From an optimization exercise on the open Yosys and OpenROAD flow, aimed at a short achievable clock period, few clock cycles and low power; shortcuts taken in it are not production practice.
The RTL was checked by simulation tests, not by an equivalence proof against the original design.
Power and IR drop assume default switching activity.

==> design/flow/design.v <==
module rast1 (
    input             clk,
    input             rst,
    input             host_valid,
    input             host_we,
    input      [2:0]  host_addr,       
    input      [31:0] host_wdata,
    output reg        host_ready,
    output reg [31:0] host_rdata,
    output reg        mem_valid,
    output reg        mem_we,
    output reg [31:0] mem_addr,
    output reg [7:0]  mem_wdata,
    input             mem_ready,
    input      [7:0]  mem_rdata,
    input             mem_err
);
    localparam SW  = 640;
    localparam SH  = 400;
    localparam R_FB   = 3'd0;
    localparam R_BM   = 3'd1;
    localparam R_ARG0 = 3'd2;
    localparam R_ARG1 = 3'd3;
    localparam R_CMD  = 3'd4;
    localparam R_STAT = 3'd5;
    localparam R_GEOM = 3'd6;
    localparam S_IDLE    = 4'd0;
    localparam S_DECODE  = 4'd1;
    localparam S_SP_ROW  = 4'd2;
    localparam S_SP_BYTE = 4'd3;
    localparam S_SP_RD   = 4'd4;
    localparam S_SP_WR   = 4'd5;
    localparam S_BL_ROW  = 4'd6;
    localparam S_BL_BMRD = 4'd7;
    localparam S_BL_TGT  = 4'd8;
    localparam S_BL_FBRD = 4'd9;
    localparam S_BL_MRG  = 4'd10;
    localparam S_BL_FBWR = 4'd11;
    localparam S_DONE    = 4'd12;
    reg [31:0] fb_base, bm_base, arg0, arg1, cmd, status;
    reg [3:0]  state;
    reg        bus_err;
    reg        span_set;        
    reg [8:0]  row, last_row;
    reg [6:0]  j, lo_j, hi_j;   
    reg [2:0]  lo_b, hi_b;      
    reg [31:0] row_addr;        
    reg [7:0]  rmw_val;         
    reg [2:0]  nbytes;          
    reg [1:0]  regime;          
    reg [4:0]  m;
    reg [6:0]  tgt_off;         
    reg        two_tgts;
    reg        tgt;             
    reg [2:0]  cnt;             
    reg [31:0] bm_addr;         
    reg [31:0] sw;              
    reg [31:0] fbw;             
    reg [31:0] wbuf;            
    wire [3:0] c_op    = host_wdata[3:0];
    wire [1:0] c_wsel  = host_wdata[5:4];
    wire       c_legal = (host_wdata[31:8] == 24'd0) &&
                         ((c_op <= 4'd4 && host_wdata[7:4] == 4'd0) ||
                          (c_op == 4'd5 && c_wsel != 2'd3) ||
                          (c_op == 4'd6 && c_wsel != 2'd3 && host_wdata[7:6] == 2'd0));
    wire [3:0] op    = cmd[3:0];
    wire [1:0] wsel  = cmd[5:4];
    wire       destr = cmd[6];
    wire       inv   = cmd[7];
    wire signed [17:0] ox  = {{2{arg0[15]}}, arg0[15:0]};
    wire signed [17:0] ox2 = {{2{arg0[31]}}, arg0[31:16]};
    wire signed [17:0] oy  = {{2{arg1[15]}}, arg1[15:0]};
    wire signed [17:0] oh  = {{2{arg1[31]}}, arg1[31:16]};
    wire x_on = (ox >= 0) && (ox < SW);
    wire y_on = (oy >= 0) && (oy < SH);
    wire signed [17:0] hl_lo0 = (ox < ox2) ? ox : ox2;
    wire signed [17:0] hl_hi0 = (ox < ox2) ? ox2 : ox;
    wire               hl_ok  = y_on && !(hl_hi0 < 0) && !(hl_lo0 >= SW);
    wire signed [17:0] hl_lo  = (hl_lo0 < 0) ? 18'sd0 : hl_lo0;
    wire signed [17:0] hl_hi  = (hl_hi0 > SW - 1) ? SW - 1 : hl_hi0;
    wire               rc_ok   = x_on && y_on && (ox2 >= 1) && (oh >= 1);
    wire signed [17:0] rc_xe   = ox + ox2 - 18'sd1;
    wire signed [17:0] rc_hi   = (rc_xe > SW - 1) ? SW - 1 : rc_xe;
    wire signed [17:0] y_end   = oy + oh - 18'sd1;
    wire signed [17:0] y_last  = (y_end > SH - 1) ? SH - 1 : y_end;
    wire [5:0]         w_bits  = (wsel == 2'd0) ? 6'd8 : (wsel == 2'd1) ? 6'd16 : 6'd32;
    wire [2:0]         w_bytes = (wsel == 2'd0) ? 3'd1 : (wsel == 2'd1) ? 3'd2 : 3'd4;
    wire signed [17:0] w_s     = {12'd0, w_bits};
    wire signed [17:0] y_first = (oy < 0) ? 18'sd0 : oy;
    wire               bl_ok   = (oh > 0) && (y_first <= y_last) &&
                                 (ox > -w_s) && (ox < SW);
    wire               bl_left  = (ox < 0);
    wire               bl_right = !bl_left && (ox > SW - w_s);
    wire [4:0]         x_mod    = ox[4:0] & (w_bits[4:0] - 5'd1);
    wire [4:0]         bl_m     = bl_left ? (5'd0 - ox[4:0]) : x_mod;
    wire [6:0]         x_byte   = ox[9:3] & ~({4'd0, w_bytes} - 7'd1);
    wire [6:0]         bl_off   = bl_left ? 7'd0 :
                                  bl_right ? (7'd80 - {4'd0, w_bytes}) : x_byte;
    wire [17:0]        bm_skip  = y_first - oy;
    wire [31:0]        bm_first = bm_base + ({14'd0, bm_skip} << wsel);
    wire [2:0] sp_a  = (j == lo_j) ? lo_b : 3'd0;
    wire [2:0] sp_b  = (j == hi_j) ? hi_b : 3'd7;
    wire [7:0] sp_mk = (8'hFF >> sp_a) & (8'hFF << (3'd7 - sp_b));
    wire [31:0] ones  = (nbytes == 3'd1) ? 32'h000000FF :
                        (nbytes == 3'd2) ? 32'h0000FFFF : 32'hFFFFFFFF;
    wire [5:0]  wb    = {nbytes, 3'b000};
    wire        use_shl = (regime == 2'd1) || tgt;
    wire [5:0]  shl     = (regime == 2'd1) ? {1'b0, m} : (wb - {1'b0, m});
    wire [31:0] pos_s = use_shl ? ((sw << shl) & ones)   : (sw >> m);
    wire [31:0] pos_f = use_shl ? ((ones << shl) & ones) : (ones >> m);
    reg  [31:0] merged;
    always @(*) begin
        if (op == 4'd6)
            merged = fbw & ~pos_s;
        else case ({destr, inv})
            2'b00: merged = fbw | pos_s;
            2'b01: merged = fbw ^ pos_s;
            2'b10: merged = (fbw & ~pos_f) | pos_s;
            default: merged = (fbw & ~pos_f) | (pos_s ^ pos_f);
        endcase
    end
    wire [31:0] sp_byte_addr = row_addr + {25'd0, j};
    wire [31:0] fb_word_addr = row_addr + {25'd0, tgt_off} +
                               (tgt ? {29'd0, nbytes} : 32'd0);
    always @(*) begin
        mem_valid = 1'b0;
        mem_we    = 1'b0;
        mem_addr  = 32'd0;
        mem_wdata = 8'd0;
        case (state)
            S_SP_RD: begin
                mem_valid = 1'b1;
                mem_addr  = sp_byte_addr;
            end
            S_SP_WR: begin
                mem_valid = 1'b1;
                mem_we    = 1'b1;
                mem_addr  = sp_byte_addr;
                if (sp_mk == 8'hFF)
                    mem_wdata = span_set ? 8'hFF : 8'h00;
                else
                    mem_wdata = span_set ? (rmw_val | sp_mk) : (rmw_val & ~sp_mk);
            end
            S_BL_BMRD: begin
                mem_valid = 1'b1;
                mem_addr  = bm_addr + {29'd0, cnt};
            end
            S_BL_FBRD: begin
                mem_valid = 1'b1;
                mem_addr  = fb_word_addr + {29'd0, cnt};
            end
            S_BL_FBWR: begin
                mem_valid = 1'b1;
                mem_we    = 1'b1;
                mem_addr  = fb_word_addr + {29'd0, cnt};
                mem_wdata = wbuf[31:24];
            end
            default: ;
        endcase
    end
    wire xfer     = mem_valid && mem_ready;
    wire last_cnt = (cnt == nbytes - 3'd1);
    always @(*) begin
        case (host_addr)
            R_FB:    host_rdata = fb_base;
            R_BM:    host_rdata = bm_base;
            R_ARG0:  host_rdata = arg0;
            R_ARG1:  host_rdata = arg1;
            R_CMD:   host_rdata = cmd;
            R_STAT:  host_rdata = status;
            R_GEOM:  host_rdata = {16'd400, 16'd640};
            default: host_rdata = 32'd0;
        endcase
    end
    always @(posedge clk) begin
        if (rst) begin
            fb_base    <= 32'd0;
            bm_base    <= 32'd0;
            arg0       <= 32'd0;
            arg1       <= 32'd0;
            cmd        <= 32'd0;
            status     <= 32'd0;
            state      <= S_IDLE;
            host_ready <= 1'b0;
            bus_err    <= 1'b0;
        end else begin
            host_ready <= 1'b0;
            case (state)
                S_IDLE: begin
                    if (host_valid && !host_ready) begin
                        if (host_we && host_addr == R_CMD) begin
                            cmd <= host_wdata;
                            if (!c_legal) begin
                                status     <= 32'h00000011;
                                host_ready <= 1'b1;
                            end else begin
                                bus_err <= 1'b0;
                                state   <= S_DECODE;
                            end
                        end else begin
                            if (host_we) begin
                                case (host_addr)
                                    R_FB:   fb_base <= host_wdata;
                                    R_BM:   bm_base <= host_wdata;
                                    R_ARG0: arg0    <= host_wdata;
                                    R_ARG1: arg1    <= host_wdata;
                                    default: ;
                                endcase
                            end
                            host_ready <= 1'b1;
                        end
                    end
                end
                S_DECODE: begin
                    state <= S_DONE;
                    case (op)
                        4'd1: if (x_on && y_on) begin            
                            span_set <= 1'b1;
                            lo_j <= ox[9:3];  lo_b <= ox[2:0];
                            hi_j <= ox[9:3];  hi_b <= ox[2:0];
                            row  <= oy[8:0];  last_row <= oy[8:0];
                            state <= S_SP_ROW;
                        end
                        4'd2: if (hl_ok) begin                   
                            span_set <= 1'b1;
                            lo_j <= hl_lo[9:3];  lo_b <= hl_lo[2:0];
                            hi_j <= hl_hi[9:3];  hi_b <= hl_hi[2:0];
                            row  <= oy[8:0];  last_row <= oy[8:0];
                            state <= S_SP_ROW;
                        end
                        4'd3, 4'd4: if (rc_ok) begin             
                            span_set <= (op == 4'd3);
                            lo_j <= ox[9:3];     lo_b <= ox[2:0];
                            hi_j <= rc_hi[9:3];  hi_b <= rc_hi[2:0];
                            row  <= oy[8:0];  last_row <= y_last[8:0];
                            state <= S_SP_ROW;
                        end
                        4'd5, 4'd6: if (bl_ok) begin             
                            nbytes   <= w_bytes;
                            regime   <= bl_left ? 2'd1 : bl_right ? 2'd2 : 2'd0;
                            m        <= bl_m;
                            tgt_off  <= bl_off;
                            two_tgts <= !bl_left && !bl_right && (x_mod != 5'd0);
                            row      <= y_first[8:0];
                            last_row <= y_last[8:0];
                            bm_addr  <= bm_first;
                            state    <= S_BL_ROW;
                        end
                        default: ;                               
                    endcase
                end
                S_SP_ROW: begin
                    row_addr <= fb_base + {17'd0, row, 6'd0} + {19'd0, row, 4'd0};
                    j        <= lo_j;
                    state    <= S_SP_BYTE;
                end
                S_SP_BYTE: begin
                    state <= (sp_mk == 8'hFF) ? S_SP_WR : S_SP_RD;
                end
                S_SP_RD: begin
                    if (xfer) begin
                        if (mem_err) begin
                            bus_err <= 1'b1;
                            state   <= S_DONE;
                        end else begin
                            rmw_val <= mem_rdata;
                            state   <= S_SP_WR;
                        end
                    end
                end
                S_SP_WR: begin
                    if (xfer) begin
                        if (mem_err) begin
                            bus_err <= 1'b1;
                            state   <= S_DONE;
                        end else if (j != hi_j) begin
                            j     <= j + 7'd1;
                            state <= S_SP_BYTE;
                        end else if (row != last_row) begin
                            row   <= row + 9'd1;
                            state <= S_SP_ROW;
                        end else begin
                            state <= S_DONE;
                        end
                    end
                end
                S_BL_ROW: begin
                    row_addr <= fb_base + {17'd0, row, 6'd0} + {19'd0, row, 4'd0};
                    cnt      <= 3'd0;
                    sw       <= 32'd0;
                    state    <= S_BL_BMRD;
                end
                S_BL_BMRD: begin
                    if (xfer) begin
                        if (mem_err) begin
                            bus_err <= 1'b1;
                            state   <= S_DONE;
                        end else begin
                            sw <= {sw[23:0], mem_rdata};
                            if (last_cnt) begin
                                tgt   <= 1'b0;
                                state <= S_BL_TGT;
                            end else begin
                                cnt <= cnt + 3'd1;
                            end
                        end
                    end
                end
                S_BL_TGT: begin
                    cnt   <= 3'd0;
                    fbw   <= 32'd0;
                    state <= S_BL_FBRD;
                end
                S_BL_FBRD: begin
                    if (xfer) begin
                        if (mem_err) begin
                            bus_err <= 1'b1;
                            state   <= S_DONE;
                        end else begin
                            fbw <= {fbw[23:0], mem_rdata};
                            if (last_cnt)
                                state <= S_BL_MRG;
                            else
                                cnt <= cnt + 3'd1;
                        end
                    end
                end
                S_BL_MRG: begin
                    wbuf  <= merged << (6'd32 - wb);
                    cnt   <= 3'd0;
                    state <= S_BL_FBWR;
                end
                S_BL_FBWR: begin
                    if (xfer) begin
                        if (mem_err) begin
                            bus_err <= 1'b1;
                            state   <= S_DONE;
                        end else begin
                            wbuf <= {wbuf[23:0], 8'd0};
                            if (!last_cnt) begin
                                cnt <= cnt + 3'd1;
                            end else if (two_tgts && !tgt) begin
                                tgt   <= 1'b1;
                                state <= S_BL_TGT;
                            end else if (row != last_row) begin
                                row     <= row + 9'd1;
                                bm_addr <= bm_addr + {29'd0, nbytes};
                                state   <= S_BL_ROW;
                            end else begin
                                state <= S_DONE;
                            end
                        end
                    end
                end
                S_DONE: begin
                    status     <= bus_err ? 32'h00000021 : 32'h00000000;
                    host_ready <= 1'b1;
                    state      <= S_IDLE;
                end
                default: state <= S_IDLE;
            endcase
        end
    end
endmodule
==> design/flow/run.sh <==
#!/bin/bash
# synth_recipe.tcl (not shown) runs the flow's synth.tcl, then flattens the netlist and writes it again
# the make line also repeats each setting of config.mk as NAME=value (left out here)
make -C /OpenROAD-flow-scripts/flow DESIGN_CONFIG=/design/flow/config.mk WORK_HOME=/design/flow/orfs CLKGATE_MAP_FILE= SYNTH_SCRIPT=/design/flow/synth_recipe.tcl finish
==> design/flow/config.mk <==
export PLATFORM = sky130hd
export DESIGN_NAME = rast1
export DESIGN_NICKNAME = rast1
export VERILOG_FILES = /design/flow/design.v
export SDC_FILE = /design/flow/constraint.sdc
export NUM_CORES = 4
export LEC_CHECK = 0
export CAP_MARGIN = 20
export CORE_MARGIN = 2
export CORE_UTILIZATION = 40
export PLACE_DENSITY = 0.6
export SLEW_MARGIN = 20
==> design/flow/constraint.sdc <==
create_clock -name core_clock -period 10.0 [get_ports {clk}]
set_input_delay 2.0000 -clock core_clock [delete_from_list [all_inputs] [get_ports {clk}]]
set_output_delay 2.0000 -clock core_clock [all_outputs]
set_load 0.01 [all_outputs]
==> summary.txt <==
==> synthesized netlist by cell type, types with 36 or more instances <==
| master | n |
|---|---|
| clkbuf_1 | 216 |
| nand4_1 | 41 |
| and2_1 | 61 |
| a22o_1 | 42 |
| nor3_1 | 130 |
| inv_1 | 240 |
| nand3_1 | 92 |
| and3_1 | 49 |
| dfxtp_1 | 169 |
| nor2_1 | 310 |
| nand2_1 | 659 |
| a21oi_1 | 402 |
| mux4_2 | 73 |
| nand2b_1 | 45 |
| a211oi_1 | 48 |
| a31oi_1 | 36 |
| mux2i_1 | 97 |
| xnor2_1 | 120 |
| ha_1 | 248 |
| edfxtp_1 | 236 |
| xor2_1 | 98 |
| o21ai_0 | 223 |
| a21o_1 | 41 |
==> cell type report <==
class                   count  area (um^2)  area share (%)
multi-input cells        3435        23400            59.0
clock inverters            25          324           0.816
diodes                      1         2.50         0.00630
inverters                 246          923            2.32
well taps                1165         1460            3.67
repair buffers            199         1790            4.51
clock buffers              66         1330            3.35
flip-flops and latches    405        10500            26.4
==> layer usage <==
metal  track usage [%]  vias to the layer above  wire length, um
met4              17.2                        2             9490
met1              38.9                    16400            57100
li1                  -                    15800                -
met3              4.58                      326            11500
met2              47.5                     1663            63100
met5                 0                        -               13
==> final timing paths <==
path              slack [ps]           end  depth (start not counted)  startpoint
hold / removal           460       cmd[25]                          2     cmd[25]
hold reg to reg          460       cmd[25]                          2     cmd[25]
setup / recovery        1500  mem_addr[19]                         16   nbytes[2]
setup reg to reg        2130        row[3]                         25     arg1[1]
==> through the flow <==
stage	hold slack [ps]	util (%)	setup WS, ps
floorplan	425	-	1900
global placement	442	42.9	2280
detailed placement	449	42.9	2170
CTS	457	44.8	1560
global route	473	44.8	1060
finish	457	44.8	1500
==> where the power goes <==
| part | internal, mW | total [mW] | switching [mW] |
|---|---|---|---|
| clock network | 1.06 | 1.86 | 0.806 |
| registers | 1.79 | 1.85 | 0.0614 |
| logic | 0.309 | 0.832 | 0.523 |
| total | 3.16 | 4.55 | 1.39 |
==> registers in the layout (all words and copies together), names as in the netlist, 4 cells and up <==
signal    flops
tgt_off       7
rmw_val       8
fb_base      32
sw           32
bm_base      32
cmd          32
arg0         32
row_addr     32
j             7
row           9
bm_addr      32
wbuf         32
m             5
lo_j          7
arg1         32
hi_j          7
last_row      9
fbw          32
state         4
==> logic make-up after synthesis <==
kind of cell	Yosys count	share of synthesized area, %
AOI/OAI and AO/OA	1209	22.1
muxes	195	8.16
and+or+nand+nor	1535	19.5
adders and majority gates	270	9.82
DFF	405	29.2
other	2	0.0209
xor gates and xnor gates	218	5.32
buffers and inverters	530	5.90
==> worst register-to-register path: cells and delay by family (launching register included) <==
| kind | cells | cell delay, ps |
|---|---|---|
| AO/OA/AOI/OAI | 11 | 3400 |
| AND/OR/NAND/NOR | 6 | 2040 |
| adder cells (fa/ha/maj) | 4 | 1200 |
| flip-flops | 1 | 480 |
| buffers and inverters | 3 | 220 |
| XOR/XNOR | 1 | 150 |
==> out/qor.csv <==
stage;metric;value;unit
clocking;Reg clk slew, reported paths;60;ps
pwr;Final Power;4.55;mW
floorplanning;Core Area;88600;um^2
logic_synthesis;Syn Inst Count;4364;
clocking;Post-CTS Setup Bufs;0;
placed_design;HPWL after detailed placement;106000;um
sta;clk_skew;83.6;ps
clocking;Root Driver;clkbuf_16;
sta;Hold Violations, Final;0;
sta;Min Clock Period, post-route;8500;ps
logic_synthesis;Mean Syn Cell Area;8.22;um^2
clocking;worst skew pair latency;660;ps
clocking;Clock Path Buffers;3;
grt;overall routing resource usage;30.0;%
clocking;CTS tree;yes;
sta;Final Max Tran Viols;0;
drt;drt pass-1 iters;10;
drt;drt via density;6.17;
worst_setup_path;crit path DAT;6500;ps
worst_setup_path;worst path required time;8000;ps
cells_and_area;non-filler cells, final;5542;
cells_and_area;share of layout cells above drive strength 1;7.82;%
clocking;CTS Sinks;405;
logic_synthesis;synthesis warning total;1;
logic_synthesis;ys async rst share;0;%
worst_setup_path;top cell family by delay on the critical path;compound AO/OA/AOI/OAI gates;
logic_synthesis;dominant synthesized flop cell;edfxtp_1;
min_path;Tightest Hold Check Type;flip-flop to flip-flop;
worst_setup_path;Critical Path Start Type;flip-flop;
pwr;VDD IR max;0.134;mV
logic_synthesis;Seq/Total Area, Yosys;29.2;%
drt;Routed WL per cell;25.5;um
logic_synthesis;largest area contributor in the netlist;edfxtp_1;
sta;Final setup violation count;0;
pwr;PD cells;114;nW/um^2
worst_setup_path;Worst Path Max Fanout;20;
drt;initial DRC count;3827;
logic_synthesis;Unique masters post-synth;109;
cells_and_area;most common cell after layout, fill and taps aside;nand2_1;
sta;Least-Margin Pin Slew;1250;ps
worst_setup_path;type of the worst setup path;flip-flop to primary output;
drt;WL final;141000;um
logic_synthesis;Synth Register Bits;405;
worst_setup_path;critical path's largest stage delay;850;ps
sta;Max Freq;118;MHz
cells_and_area;Layout area overhead;10.7;%
logic_synthesis;Post-synth EDFFs;236;
worst_setup_path;CP Buf/Inv Count;3;
sta;worst rel slew slack;14.7;%
logic_synthesis;Post-Synthesis Cell Area;35900;um^2
clocking;Num CTS Buffers;50;
floorplanning;Row Count;109;
worst_setup_path;CP endpoint kind;primary output;
drt;DRC Markers;0;
worst_setup_path;CP max stage cell;a21oi_1;
floorplanning;IO Count;124;
run_status;status;complete, no violations;
placed_design;# port buffers;123;
floorplanning;Die X;304;um
cells_and_area;Total Nets Final;4654;
floorplanning;Starting Density;40.5;%
logic_synthesis;Synth top area share;19.7;%
placed_design;post-placement cell area;38000;um^2
clocking;CTS Hold Bufs;0;
grt;first-pass GRT wire length;209000;um
grt;initial antenna violation count;2;
cells_and_area;# fillers;8833;
placed_design;Final GP Congestion;1.04;
job;Max Cap Violations;0;
drt;post-route ant nets;0;
drt;routed via count;34200;
sta;Setup TNS Final;0;ps
pwr;Leak Pwr;14.8;nW
sta;Final Cycle Share;85.0;%
cells_and_area;most frequent cells in the layout;nand2_1 (657), a21oi_1 (401), nor2_1 (308);
floorplanning;die area;92100;um^2
clocking;post-CTS sizing;0;
placed_design;Placed Cells incl. Taps;5449;
floorplanning;DIE HEIGHT;304;um
logic_synthesis;ranking of synthesized cells by area;edfxtp_1 (20%), dfxtp_1 (9.4%), ha_1 (8.6%);
clocking;H-tree levels;2;
grt;grt ovf;0;
grt;largest net degree at the start of global routing;105;
cells_and_area;Finished Cell Area;39700;um^2
sta;RSZ-0062 raised after global routing;no;
grt;vias in the first global route;31600;
worst_setup_path;CP Cell Sequence;nand2_1 -> inv_1 -> fa_1 -> fa_1 -> inv_1 -> fa_1 -> nor2b_1 -> o21ai_0 -> a21oi_1 -> o21ai_0 -> a21boi_0 -> o21ai_0 -> a21oi_1 -> a22oi_1 -> o311ai_0 -> clkdlybuf4s50_1;
Testbench counts, summed over its fixed seeds: cycles 273,565.

## re-timing with driven ports
In the flow no input, the clock included, has a driving cell. The finished layout below was timed again as built, in two steps. Step 1 assumes that a clkbuf_16 drives the clock port and a buf_2 every other input. Step 2 also shifts input and output timing later by t, the mid clock arrival at the registers, as if the neighbouring blocks saw the same clock. Three values: ideal, step 1, step 2; two values: the first two.
shift t [ns]: 0.695
slack for setup (ns): 1.501 / 1.426 / 2.121
worst data-port slew with drivers (ns): 0.15
cell pins on the clock port's net: 1
After both steps setup and hold are still met in this run. For this run, drivers alone change the setup slack by -0.075 ns; drivers and shift together by +0.620 ns.
